Context: an optimization exercise on an open-source flow, tuned for small area. The choices shown serve that exercise and are no tape-out recipe.
Only simulation tests tie the RTL to the original design; equivalence was not proved.
Power and IR drop assume default switching activity.

## hub75_direct
module hub75_direct (
    input  wire        clk,
    input  wire        rst,           
    input  wire        op_valid,
    input  wire [1:0]  op_code,       
    input  wire [69:0] cfg_pos,       
    input  wire [5:0]  cfg_width,     
    input  wire [3:0]  cfg_depth,     
    input  wire [5:0]  cfg_map,       
    input  wire [7:0]  cfg_dwell,     
    input  wire        fault_valid,
    input  wire [3:0]  fault_cause,
    input  wire        fb_bank,       
    input  wire        fb_wbusy,      
    output wire        mem_en,
    output wire [11:0] mem_addr,      
    input  wire [47:0] mem_rdata,     
    output wire [31:0] bus_word,
    output wire [31:0] bus_mask,
    output reg         bus_we,
    output wire [1:0]  run_state,
    output wire        cfg_valid,
    output wire        stop_pending,
    output wire        act_bank,
    output reg  [1:0]  err_class,
    output reg  [3:0]  err_cause,
    output reg  [5:0]  err_a,
    output wire [5:0]  err_b
);
    localparam [1:0] OP_CONFIGURE = 2'd0;
    localparam [1:0] OP_START     = 2'd1;
    localparam [1:0] OP_STOP      = 2'd2;
    localparam [1:0] S_IDLE     = 2'd0;
    localparam [1:0] S_RUNNING  = 2'd1;
    localparam [1:0] S_STOPPING = 2'd2;
    localparam [1:0] S_FAULTED  = 2'd3;
    localparam [3:0] E_OUT_OF_RANGE       = 4'd1;
    localparam [3:0] E_COLLISION          = 4'd2;
    localparam [3:0] E_WIDTH_RANGE        = 4'd3;
    localparam [3:0] E_DEPTH_RANGE        = 4'd4;
    localparam [3:0] E_BAD_CHAN_MAP       = 4'd5;
    localparam [3:0] E_ALREADY_CONFIGURED = 4'd6;
    localparam [3:0] E_NOT_CONFIGURED     = 4'd7;
    localparam [3:0] T_START  = 4'd0;    
    localparam [3:0] T_FIRST  = 4'd8;    
    localparam [3:0] T_DATA   = 4'd1;
    localparam [3:0] T_CKH    = 4'd2;
    localparam [3:0] T_CKL    = 4'd3;
    localparam [3:0] T_OED    = 4'd4;
    localparam [3:0] T_LTL    = 4'd5;
    localparam [3:0] T_LTH    = 4'd6;
    localparam [3:0] T_ADR    = 4'd7;
    localparam [3:0] T_OEE    = 4'd12;
    localparam [3:0] T_HOLD   = 4'd13;
    localparam [3:0] T_END    = 4'd14;
    reg        cfg_ok;
    reg [69:0] pos;
    reg [1:0]  dbase;       
    reg [5:0]  chan_map;
    reg [7:0]  dwell_unit;
    reg [1:0]  run;
    reg        stopreq;
    reg        bank;
  ...
For scale: ~260 I/O pins, ~0.023 mm² of cells after synthesis.
Settings: LEC_CHECK=0, CAP_MARGIN=15, CORE_MARGIN=2, CORE_UTILIZATION=30, GPL_TIMING_DRIVEN=0, PLACE_DENSITY=0.5, SETUP_SLACK_MARGIN=0.4, SLEW_MARGIN=15; clock period 8.0 ns.
standard.sh (not shown) runs the stock make flow with config.mk's settings and CLKGATE_MAP_FILE= SYNTH_SCRIPT=/design/flow/synth_recipe.tcl, a recipe that flattens the netlist after the stock synthesis.
==> flow/flow/run.sh <==
#!/bin/bash
# Standard synthesis, then an area-oriented re-mapping of the combinational
# logic only (every register cell and its name is kept; several ABC scripts
# are tried and the smallest result is taken), then the standard layout from
# the re-mapped netlist, with plain buf_1 cells as the port buffers.
set -euo pipefail
WORK=$(pwd)
FLOWDIR=$WORK/flow
RES=$WORK/orfs/results/$FLOW_PLATFORM/hub75_direct/base
LIB=$FLOW_HOME/platforms/sky130hd/lib/sky130_fd_sc_hd__tt_025C_1v80.lib
YOSYS=$(command -v yosys || echo $FLOW_HOME/../tools/install/yosys/bin/yosys)

bash standard.sh synth > $WORK/log_synth.txt 2>&1

cp $RES/1_2_yosys.v $WORK/std_netlist.v
DU=$(sed -n '/^export DONT_USE_CELLS/,/^#/p' $FLOW_HOME/platforms/sky130hd/config.mk \
     | grep -o 'sky130_fd_sc_hd__[a-z0-9_]*' | sed 's/^/-dont_use /' | tr '\n' ' ')
BB=$(tr '\n' ' ' < $FLOWDIR/seq_cells.txt)
for n in 1 2; do
cat > $WORK/resynth$n.ys <<EOT
read_liberty -ignore_miss_func $LIB
blackbox $BB
read_verilog $WORK/std_netlist.v
hierarchy -top $FLOW_TOP
flatten
opt_clean
opt -full
abc -script $FLOWDIR/abc$n.abc -liberty $LIB $DU
opt_clean -purge
hilomap -singleton -hicell sky130_fd_sc_hd__conb_1 HI -locell sky130_fd_sc_hd__conb_1 LO
tee -o $WORK/resynth$n.stat stat -liberty $LIB
write_verilog -noattr -nohex -nodec $WORK/resynth$n.v
EOT
( $YOSYS -l $WORK/log_resynth$n.txt -q $WORK/resynth$n.ys > /dev/null 2>&1 || true ) &
done
wait
best=""; bestA=""
for n in 1 2; do
  a=$(grep -o "Chip area for module.*: [0-9.]*" $WORK/resynth$n.stat 2>/dev/null | awk '{print $NF}' || true)
  echo "script $n area ${a:-failed}" >> $WORK/log_pick.txt
  if [[ -n "$a" && -s $WORK/resynth$n.v ]]; then
    if [[ -z "$bestA" ]] || awk "BEGIN{exit !($a < $bestA)}"; then best=$n; bestA=$a; fi
  fi
done
echo "picked $best ($bestA)" >> $WORK/log_pick.txt
if [[ -n "$best" ]]; then
  cp $WORK/resynth$best.v $RES/1_2_yosys.v
  touch $RES/1_2_yosys.v
fi

bash standard.sh BUFFER_PORTS_ARGS="-buffer_cell sky130_fd_sc_hd__buf_1" \
  CTS_ARGS="-sink_clustering_enable -repair_clock_nets -dont_use_dummy_load -buf_list {sky130_fd_sc_hd__clkbuf_8 sky130_fd_sc_hd__clkbuf_16}" \
  finish > $WORK/log_finish.txt 2>&1
Other scripts of this flow, unchanged in this note and not shown: flow/flow/abc1.abc, flow/flow/abc2.abc, flow/flow/seq_cells.txt
Edit:
--- a/flow/flow/run.sh
+++ b/flow/flow/run.sh
@@ -51,3 +51,3 @@
 bash standard.sh BUFFER_PORTS_ARGS="-buffer_cell sky130_fd_sc_hd__buf_1" \
-  CTS_ARGS="-sink_clustering_enable -repair_clock_nets -dont_use_dummy_load -buf_list {sky130_fd_sc_hd__clkbuf_8 sky130_fd_sc_hd__clkbuf_16}" \
+  CTS_ARGS="-sink_clustering_enable -repair_clock_nets -dont_use_dummy_load" \
   finish > $WORK/log_finish.txt 2>&1
--- a/flow/config.mk
+++ b/flow/config.mk
@@ -7,3 +7,3 @@
 export LEC_CHECK = 0
-export CAP_MARGIN = 15
+export CAP_MARGIN = 20
 export CORE_MARGIN = 2
@@ -13,2 +13,2 @@
 export SETUP_SLACK_MARGIN = 0.4
-export SLEW_MARGIN = 15
+export SLEW_MARGIN = 20
After rerunning: Global-route usage came out higher by 0.10 points. Wire length hardly moves. Area after synthesis is unchanged. Sequential power hardly moves. Total power grows by 0.31%.

-- static timing again, ports no longer ideal --
The results above use ideal ports. As a check the final layouts listed here were re-extracted and re-timed, cells and wires unchanged. Step 1 assumes that a clkbuf_16 drives the clock port and a buf_2 every other input. Step 2 also shifts input and output timing later by t, the mid clock arrival at the registers, as if the neighbouring blocks saw the same clock. Slacks: no drivers / after step 1 / after step 2; pairs: no drivers / after step 1.
| run | shift t [ns] | slack for setup (ns) | worst setup path after step 2 | latest minus earliest clock arrival (ns) |
|---|---|---|---|---|
| the first run | 0.530 | 0.367 / 0.396 / -0.133 | input to register | 0.027 / 0.027 |
| the second run | 0.536 | 0.663 / 0.683 / 0.147 | input to register | 0.031 / 0.031 |
With both steps, setup timing fails in the first run, where it was met with ideal ports. The setup slack of the second run, which loses most, moves by +0.020 ns with the drivers and by -0.516 ns with both steps.
